This design comes from an exercise in tuning for a short achievable clock period and few clock cycles on the open sky130 flow, not from production work. The RTL was checked by simulation tests, not by an equivalence proof against the original design. The flow treats the clock pin as an ideal source. Dropping or thinning the clock tree relies on that and would not hold on a real chip. Power is estimated from default activity; no workload was simulated.

==> run H: inputs <==
==> flow/design.v (excerpt) <==
module wfb_core (
    input  wire         clk,
    input  wire         rst,
    input  wire         cmd_valid,
    input  wire [127:0] cmd_data,
    output wire         cmd_ready,
    output reg  [2:0]   err,
    output reg          mem_req,
    output reg  [31:0]  mem_addr,
    input  wire         mem_gnt,
    input  wire         mem_rvalid,
    input  wire [15:0]  mem_rdata,
    output reg          ev_valid,
    input  wire         ev_ready,
    output reg  [2:0]   ev_op,
    output reg  [31:0]  ev_data
);
export LEC_CHECK = 0
export CAP_MARGIN = 20
export CORE_MARGIN = 2
export CORE_UTILIZATION = 60
export SETUP_SLACK_MARGIN = 3.5
export SLEW_MARGIN = 20
create_clock -name core_clock -period 6.0 [get_ports {clk}]
run.sh (not shown) runs the stock make flow with config.mk's settings and CLKGATE_MAP_FILE= SYNTH_SCRIPT=/design/flow/synth_recipe.tcl, a recipe that flattens the netlist after the stock synthesis.
==> run B: changes against run H <==
--- a/flow/design.v
+++ b/flow/design.v
@@ -11,22 +11,21 @@
             assign m[p] = (pix >= xlo) && (pix < xend);
         end
     endgenerate
 endmodule
 module wfb_thresh (
     input  wire [63:0] v,        
     input  wire [3:0]  k,
-    input  wire [15:0] m,        
     output wire [31:0] beat
 );
     wire [15:0] on;
     genvar p;
     generate
         for (p = 0; p < 16; p = p + 1) begin : g_p
-            assign on[p] = m[p] && (v[4*p+3:4*p] > k);
+            assign on[p] = v[4*p+3:4*p] > k;
         end
     endgenerate
     wire [7:0] g0 = {1'b0, on[3],  1'b0, on[2],  1'b0, on[1],  1'b0, on[0]};
     wire [7:0] g1 = {1'b0, on[7],  1'b0, on[6],  1'b0, on[5],  1'b0, on[4]};
     wire [7:0] g2 = {1'b0, on[11], 1'b0, on[10], 1'b0, on[9],  1'b0, on[8]};
     wire [7:0] g3 = {1'b0, on[15], 1'b0, on[14], 1'b0, on[13], 1'b0, on[12]};
     assign beat = {g1, g0, g3, g2};
@@ -103,15 +102,15 @@
     localparam P_FE    = 4'd13;
     localparam P_DRAIN = 4'd14;
     reg [1:0]   cst;
     reg         rdy;
     reg [127:0] desc;
     assign cmd_ready = rdy;
     always @(posedge clk)
-        if (cst == C_IDLE) desc <= cmd_data;
+        if (rdy) desc <= cmd_data;
     wire [7:0]  d_op   = desc[7:0];
     wire [7:0]  d_a    = desc[15:8];
     wire [15:0] d_b    = desc[31:16];
     wire [15:0] d_x    = desc[47:32];
     wire [15:0] d_y    = desc[63:48];
     wire [15:0] d_w    = desc[79:64];
     wire [15:0] d_h    = desc[95:80];
@@ -131,39 +130,29 @@
             OP_LUT:   legal = (desc[127:32] == 96'd0);
             OP_IMAGE: legal = (d_b == 16'd0);
             OP_SOLID: legal = (d_addr == 32'd0);
             OP_CLEAR: legal = (desc[31:8] == 24'd0) && (d_addr == 32'd0);
             default:  legal = 1'b0;
         endcase
     end
-    reg c_legal, c_bd_ok, c_rect_ok, c_frame_ok, c_lut, c_img;
-    always @(posedge clk) begin
-        if (cst == C_CHK) begin
-            c_legal    <= legal;
-            c_bd_ok    <= bd_ok;
-            c_rect_ok  <= rect_ok;
-            c_frame_ok <= frame_ok;
-            c_lut      <= is_lut;
-            c_img      <= is_image;
-        end
-    end
-    reg [2:0] q_err;
+    reg [2:0] check_err;
     always @(*) begin
-        if (!c_legal)
-            q_err = ERR_OPCODE;
-        else if ((c_lut || c_img) && !c_bd_ok)
-            q_err = ERR_BITDEPTH;
-        else if (c_lut && !c_frame_ok)
-            q_err = ERR_FRAME;
-        else if (!c_lut && !c_rect_ok)
-            q_err = ERR_RECT;
+        if (!legal)
+            check_err = ERR_OPCODE;
+        else if ((is_lut || is_image) && !bd_ok)
+            check_err = ERR_BITDEPTH;
+        else if (is_lut && !frame_ok)
+            check_err = ERR_FRAME;
+        else if (!is_lut && !rect_ok)
+            check_err = ERR_RECT;
         else
-            q_err = ERR_NONE;
+            check_err = ERR_NONE;
     end
-    wire q_stop = (q_err != ERR_NONE) || c_lut;    
+    reg [2:0]  q_err;
+    reg        q_stop;            
     reg        p_img, p_clr, p_bd4;
     reg [5:0]  p_ylo, p_yend, p_h;
     reg [7:0]  p_xlo, p_xend;
     reg        p_wnz, p_hnz;
     reg [4:0]  p_wlo, p_whi;
     reg [11:0] p_off;
     reg [4:0]  p_lastf;
@@ -175,14 +164,16 @@
     reg [31:0] tsel;              
     wire [6:0] xm1 = x_end[6:0] - 7'd1;
     wire [4:0] wlo_c = (d_a == 8'd4) ? d_x[6:2] : {1'b0, d_x[6:3]};
     wire [4:0] whi_c = (d_a == 8'd4) ? xm1[6:2] : {1'b0, xm1[6:3]};
     integer ti;
     always @(posedge clk) begin
         if (cst == C_CHK) begin
+            q_err   <= check_err;
+            q_stop  <= (check_err != ERR_NONE) || is_lut;
             p_img   <= is_image;
             p_clr   <= is_clear;
             p_bd4   <= (d_a == 8'd4);
             p_ylo   <= d_y[5:0];
             p_yend  <= y_end[5:0];
             p_h     <= d_h[5:0];
             p_xlo   <= d_x[7:0];
@@ -268,18 +259,18 @@
                         (brp == 2'd2) ? bf2 : bf3;
     wire [63:0] bin   = sh_rot ? chain[63:0] : asm_reg;
     wire adv = !ev_valid || ev_ready;
     wire can = (pst != P_OFF) && (pst != P_DRAIN) &&
                ((pst != P_IMG) || (bcnt != 3'd0));
     wire go  = adv && can;
     wire pop = go && (pst == P_IMG);
+    wire [31:0] img_beat;
+    wfb_thresh u_thr (.v(bhead), .k(frame[3:0]), .beat(img_beat));
     wire [15:0] pmask;
     wfb_pixmask u_pm (.b(pb), .xlo(p_xlo), .xend(p_xend), .m(pmask));
-    wire [31:0] img_beat;
-    wfb_thresh u_thr (.v(bhead), .k(frame[3:0]), .m(pmask), .beat(img_beat));
     wire [31:0] fill_beat;
     wfb_fill u_fill (.m(pmask), .fb(fillb), .beat(fill_beat));
     reg [2:0]  n_op;
     reg [31:0] n_data;
     always @(*) begin
         n_op   = EV_FSTART;
         n_data = 32'd0;
@@ -307,24 +298,14 @@
         end
     endfunction
     wire [5:0] nr1 = nr + 6'd1;
     wire [1:0] sk_inc = (sk == 2'd2) ? 2'd2 : sk + 2'd1;
     wire [23:0] cfg_next = frame_cfg(frame + 5'd1);
     wire [23:0] cfg_0    = frame_cfg(5'd0);
     reg start;                    
-    reg [2:0]  hold_op;
-    reg [31:0] hold_data;
-    always @(posedge clk) begin
-        if (go) begin
-            hold_op   <= n_op;
-            hold_data <= n_data;
-        end
-        ev_op   <= adv ? n_op   : hold_op;
-        ev_data <= adv ? n_data : hold_data;
-    end
     always @(posedge clk) begin
         start <= 1'b0;
         if (rst) begin
             cst      <= C_IDLE;
             rdy      <= 1'b1;
             err      <= ERR_NONE;
             pst      <= P_OFF;
@@ -352,16 +333,21 @@
                         f_flush <= 1'b0;
                         {fillb, dur} <= cfg_0;
                         start   <= 1'b1;
                     end
                 end
                 default: ;
             endcase
-            if (adv)
+            if (adv) begin
                 ev_valid <= can;
+                if (can) begin
+                    ev_op   <= n_op;
+                    ev_data <= n_data;
+                end
+            end
             if (pst == P_DRAIN && adv) begin
                 pst <= P_OFF;
                 cst <= C_IDLE;
                 rdy <= 1'b1;
             end
             if (go) begin
                 case (pst)
@@ -408,15 +394,14 @@
                         end
                     end
                     default: ;
                 endcase
             end
         end
     end
-    reg [31:0] it_addr;           
     reg [31:0] row_first;
     reg [4:0]  f_w;
     reg [5:0]  f_rows;
     reg [3:0]  pending;
     wire       wpop;              
     wire [31:0] pitch    = p_bd4 ? 32'd64 : 32'd32;
     wire        f_eol    = (f_w == p_whi);
@@ -429,35 +414,33 @@
         if (rst) begin
             mem_req <= 1'b0;
             f_rows  <= 6'd0;
             pending <= 4'd0;
         end else begin
             pending <= pending + {3'd0, raise} - {3'd0, wpop};
             if (start) begin
-                it_addr   <= p_base + {20'd0, p_off};
+                mem_addr  <= p_base + {20'd0, p_off};
                 row_first <= p_base + {20'd0, p_off};
                 f_w       <= p_wlo;
                 f_rows    <= (p_img && p_wnz) ? p_h : 6'd0;
             end else if (fire) begin
                 if (f_eol) begin
-                    it_addr   <= row_first + pitch;
+                    mem_addr  <= row_first + pitch;
                     row_first <= row_first + pitch;
                     f_w       <= p_wlo;
                     f_rows    <= f_rows - 6'd1;
                 end else begin
-                    it_addr  <= it_addr + 32'd2;
+                    mem_addr <= mem_addr + 32'd2;
                     f_w      <= f_w + 5'd1;
                 end
             end
             if (!mem_req || fire)
                 mem_req <= raise;
         end
     end
-    always @(posedge clk)
-        mem_addr <= fire ? (f_eol ? row_first + pitch : it_addr + 32'd2) : it_addr;
     reg [15:0] wf [0:7];
     reg [2:0]  wwp, wrp;
     reg [3:0]  wcnt;
     always @(posedge clk) begin
         if (mem_rvalid)
             wf[wwp] <= mem_rdata;
     end
@@ -472,104 +455,77 @@
             wcnt <= wcnt + {3'd0, mem_rvalid} - {3'd0, wpop};
         end
     end
     wire [15:0] whead = wf[wrp];
     reg        src_fill, src_rot;
     reg [5:0]  a_rows;
     reg [2:0]  a_b;
+    reg [5:0]  aw;
     reg [63:0] stg;
     reg [11:0] rot_cnt;
-    reg [2:0]  bn [0:7];
-    reg [1:0]  bs [0:7];
-    reg [2:0]  rem;               
-    reg [1:0]  slot;              
-    reg [31:0] wmask;
-    reg        start2;
-    function [4:0] beat_words;       
-        input [3:0] m;
-        begin
-            beat_words[4:2] = {2'b00, m[0]} + {2'b00, m[1]} + {2'b00, m[2]} + {2'b00, m[3]};
-            beat_words[1:0] = m[0] ? 2'd0 : m[1] ? 2'd1 : m[2] ? 2'd2 : 2'd3;
-        end
-    endfunction
+    wire [5:0] a_lastidx = p_bd4 ? {1'b0, a_b, 2'b11} : {2'b00, a_b, 1'b1};
+    wire       need  = p_wnz && (aw <= {1'b0, p_whi}) && (aw <= a_lastidx);
+    wire       lastw = (aw == {1'b0, p_whi}) || (aw == a_lastidx);
     wire       room  = ({1'b0, bcnt} + {3'd0, sh}) < 4'd4;
-    wire       take  = src_fill && (rem != 3'd0) && (wcnt != 4'd0);
-    wire       done_b = src_fill && room && ((rem == 3'd0) || (take && rem == 3'd1));
+    wire       take  = src_fill && need && (wcnt != 4'd0);
+    wire       done_b = src_fill && room && (!need || (take && lastw));
     wire       rot_go = src_rot && room && (rot_cnt != 12'd0);
     assign wpop = take;
-    integer bi;
-    always @(posedge clk) begin
-        for (bi = 0; bi < 32; bi = bi + 1)
-            if (cst == C_GO)
-                wmask[bi] <= p_wnz && (bi[5:0] >= {1'b0, p_wlo}) && (bi[5:0] <= {1'b0, p_whi});
-        if (start) begin
-            for (bi = 0; bi < 8; bi = bi + 1)
-                {bn[bi], bs[bi]} <= beat_words(p_bd4 ? wmask[4*bi +: 4] : {2'b00, wmask[2*bi +: 2]});
-        end else if (done_b) begin
-            for (bi = 0; bi < 8; bi = bi + 1) begin
-                bn[bi] <= bn[(bi + 1) % 8];
-                bs[bi] <= bs[(bi + 1) % 8];
-            end
-        end
-    end
+    wire [1:0] slot = p_bd4 ? aw[1:0] : {1'b0, aw[0]};
     reg [63:0] mstg;
     always @(*) begin
         mstg = stg;
         if (take) begin
             case (slot)
                 2'd0: mstg[15:0]  = whead;
                 2'd1: mstg[31:16] = whead;
                 2'd2: mstg[47:32] = whead;
                 default: mstg[63:48] = whead;
             endcase
         end
     end
+    wire [15:0] amask;
+    wfb_pixmask u_am (.b(a_b), .xlo(p_xlo), .xend(p_xend), .m(amask));
     reg [63:0] abeat;
     integer pi;
     always @(*) begin
         for (pi = 0; pi < 16; pi = pi + 1) begin
             if (p_bd4)
-                abeat[4*pi +: 4] = mstg[4*pi +: 4];
+                abeat[4*pi +: 4] = amask[pi] ? mstg[4*pi +: 4] : 4'd0;
             else
-                abeat[4*pi +: 4] = {2'b00, mstg[2*pi +: 2]};
+                abeat[4*pi +: 4] = amask[pi] ? {2'b00, mstg[2*pi +: 2]} : 4'd0;
         end
     end
     always @(posedge clk) begin
         if (take) stg <= mstg;
         if (done_b) asm_reg <= abeat;
     end
     always @(posedge clk) begin
         if (rst) begin
             src_fill <= 1'b0;
             src_rot  <= 1'b0;
-            start2   <= 1'b0;
             sh       <= 1'b0;
             sh_rot   <= 1'b0;
         end else begin
             sh     <= done_b || rot_go;
             sh_rot <= rot_go;
-            start2 <= start;
-            if (start2) begin
+            if (start) begin
                 src_fill <= p_img && p_hnz;
                 src_rot  <= 1'b0;
                 a_rows   <= p_h;
                 a_b      <= 3'd0;
-                rem      <= bn[0];
-                slot     <= bs[0];
+                aw       <= {1'b0, p_wlo};
                 rot_cnt  <= p_rot;
             end else begin
-                if (take) begin
-                    rem  <= rem - 3'd1;
-                    slot <= slot + 2'd1;
-                end
+                if (take)
+                    aw <= aw + 6'd1;
                 if (done_b) begin
-                    rem  <= bn[1];
-                    slot <= bs[1];
-                    a_b  <= a_b + 3'd1;
+                    a_b <= a_b + 3'd1;
                     if (a_b == 3'd7) begin
+                        aw     <= {1'b0, p_wlo};
                         a_rows <= a_rows - 6'd1;
                         if (a_rows == 6'd1) begin
                             src_fill <= 1'b0;
                             src_rot  <= 1'b1;
                         end
                     end
                 end
==> flow/config.mk (replaced) <==
export PLATFORM = sky130hd
export DESIGN_NAME = wfb_core
export DESIGN_NICKNAME = wfb_core
export VERILOG_FILES = /design/flow/design.v
export SDC_FILE = /design/flow/constraint.sdc
export NUM_CORES = 4
export LEC_CHECK = 0
export CAP_MARGIN = 20
export CORE_MARGIN = 2
export CORE_UTILIZATION = 40
export SLEW_MARGIN = 20
==> summary of the runs <==
In sequential power, run H and run B hardly differ.
Sequential share of layout area: run B is higher than run H (0.075 points).
In run B the cell count is larger than in run H, by 13%.
In run H the synthesized cell count is larger than in run B, by about 1.7%.
Against run H, the first-iteration DRC count of run B is lower by about 2%.
==> figures <==
	run H	run B
Result of the run	complete, no violations	complete, no violations
Core utilization of the finished layout	69.02%	46.03%
Worst path max stage delay	0.34 ns	0.79 ns
Total number of clock tree sinks	17,540	17,400
Fmax	0.3288 GHz	0.2126 GHz
Clock latency (worst-skew pair)	1.23 ns	1.33 ns
Final min period	3.042 ns	4.704 ns
Number of enable-type register cells in the synthesized netlist	17,430	17,360
Period utilization	50.69%	78.39%
Met3 track utilization from global routing	2.873%	2.393%
Source of the worst hold timing path	chain[14003]$_DFFE_PP_	chain[8173]$_DFFE_PP_
Testbench counts of run H, summed over its fixed seeds: cycles 54,559.
Testbench counts of run B, summed over its fixed seeds: cycles 54,558.

==> inputs of try-yarrow <==
wfb_core, a different RTL version from the one above (not shown whole).
==> flow/config.mk <==
export PLATFORM = sky130hd
export DESIGN_NAME = wfb_core
export DESIGN_NICKNAME = wfb_core
export VERILOG_FILES = /design/flow/design.v
export SDC_FILE = /design/flow/constraint.sdc
export NUM_CORES = 4
export LEC_CHECK = 0
export CAP_MARGIN = 20
export CORE_MARGIN = 2
export CORE_UTILIZATION = 60
export SETUP_SLACK_MARGIN = 3.3
export SLEW_MARGIN = 20
==> flow/constraint.sdc <==
create_clock -name core_clock -period 6.0 [get_ports {clk}]
set_input_delay 1.2000 -clock core_clock [delete_from_list [all_inputs] [get_ports {clk}]]
set_output_delay 1.2000 -clock core_clock [all_outputs]
set_load 0.01 [all_outputs]
standard.sh (not shown) runs the stock make flow with config.mk's settings and CLKGATE_MAP_FILE= SYNTH_SCRIPT=/design/flow/synth_recipe.tcl, a recipe that flattens the netlist after the stock synthesis.
==> flow/flow/run.sh <==
#!/bin/bash
# The standard layout, with the clock tree built by flow/cts_pre.tcl.
# make's output goes to flow_make.log; each ORFS step logs under orfs/logs.
set -euo pipefail
bash standard.sh PRE_CTS_TCL="$PWD/flow/cts_pre.tcl" finish > flow_make.log 2>&1
==> flow/flow/cts_pre.tcl <==
# Sourced by ORFS's CTS step before clock_tree_synthesis (PRE_CTS_TCL).
# 1. Each port's buffer gets a fixed drive strength (buf_4), and a
#    flip-flop that drives only an output port's buffer is moved next to
#    it (the detailed placement after CTS legalizes it).
source [file join [file dirname [info script]] tree.tcl]
rename clock_tree_synthesis ct_triton_cts
proc clock_tree_synthesis {args} {
  puts "custom clock tree in place of: clock_tree_synthesis $args"
  pull_output_flops sky130_fd_sc_hd__buf_4
  build_clock_tree 24 3 4 {8 6}
  set_propagated_clock [all_clocks]
}
Other scripts of this flow, unchanged in this note and not shown: flow/flow/tree.tcl
==> inputs of try-violet, as changes to try-yarrow <==
--- a/flow/flow/cts_pre.tcl
+++ b/flow/flow/cts_pre.tcl
@@ -9,3 +9,3 @@
   pull_output_flops sky130_fd_sc_hd__buf_4
-  build_clock_tree 24 3 4 {8 6}
+  build_clock_tree 24 3 4 {8 6} 90
   set_propagated_clock [all_clocks]
==> run notes <==
try-yarrow produced a clean layout. try-violet went through all stages and came out clean.
Routed wire length is about the same in try-violet and try-yarrow.
In synthesized cell count, try-yarrow and try-violet do not differ.
Against try-violet, the clock skew of try-yarrow is higher by 0.012 ns.
In try-yarrow the sequential share of layout area is higher than in try-violet, by 0.54 points.
In die area, try-yarrow and try-violet do not differ.
Against try-yarrow, the clock power of try-violet is higher by about 10%.
In try-violet the total power is larger than in try-yarrow, by about 3%.
Of try-violet and try-yarrow, try-violet has the higher worst setup slack (gap 0.024 ns).
Critical path depth is the same in try-violet and try-yarrow.
==> figures <==
| metric | try-yarrow | try-violet |
|---|---|---|
| Final routed wirelength across all metal layers | 1050000 um | 1050000 um |
| Met2 wire len | 486000 um | 485000 um |
| Actual transition at the worst max-transition pin | 1.18 ns | 1.25 ns |
| Final Skew | 0.144 ns | 0.132 ns |
| Worst voltage drop across the vdd grid | 0.000366 V | 0.000366 V |
| Result of the run | no timing/DRC/antenna violations | no timing/DRC/antenna violations |
| Maximum operating frequency | 342 MHz | 345 MHz |
| Vias per std cell | 5.79 | 5.78 |
| Minimum setup slack in the final design | 3.08 ns | 3.10 ns |
| Comb pwr share | 0.030 | 0.029 |
| Starting DRC count in detailed routing | 27100 | 27000 |
| Fraction of power spent switching nets | 0.193 | 0.192 |
| Count of antenna diodes in the layout | 20 | 7 |
| Setup slack on the worst flop-to-flop path | 3.08 ns | 3.10 ns |
| Number of resized instances in the post-cts repair step | 332 | 232 |
| Number of multi-input combinational cells in the layout | 7109 | 7096 |
| Layout Area Growth over Synthesis | 8.17% | 8.85% |
| Met1 demand-to-capacity share in global routing | 0.324 | 0.323 |
| Count of placed standard cells in the final layout, fillers left out | 41200 | 41400 |
Testbench counts of try-yarrow, summed over its fixed seeds: cycles 54,450.
Testbench counts of try-violet, summed over its fixed seeds: cycles 54,450.
In every run of this note, the design's own scripts or RTL, not TritonCTS, make the clock network.

## port drivers added, routing unchanged
In the flow no input, the clock included, has a driving cell. The finished layouts below were timed again as built, in two steps. Step 1: set_driving_cell puts a clkbuf_16 on clk and a buf_2 on each other input, an assumption about the parent block. Step 2 moves the port delays by t, midway between the first and last clock arrival at a register: inputs arrive t later, outputs are due t later. That takes back most of the time a late clock gives input paths. Three values: ideal ports, drivers, drivers and shift; two values: the first two.
| run | shift t [ns] | slack for setup (ns) | worst setup path at the end | latest minus earliest clock arrival (ns) | slew at the worst register clock pin (ns) |
|---|---|---|---|---|---|
| run H | 1.325 | 2.958 / 2.928 / 2.156 | input to register | 0.111 / 0.110 | 0.07 / 0.07 |
| run B | 1.385 | 1.296 / 1.296 / 1.296 | register to register | 0.181 / 0.180 | 0.07 / 0.07 |
| try-yarrow | 1.240 | 3.080 / 3.013 / 2.640 | input to register | 0.184 / 0.183 | 0.12 / 0.12 |
| try-violet | 1.216 | 3.104 / 3.049 / 2.731 | input to register | 0.145 / 0.146 | 0.10 / 0.10 |
After both steps setup and hold are still met in every run listed. For run H, which loses most, drivers alone change the setup slack by -0.030 ns; drivers and shift together by -0.802 ns.
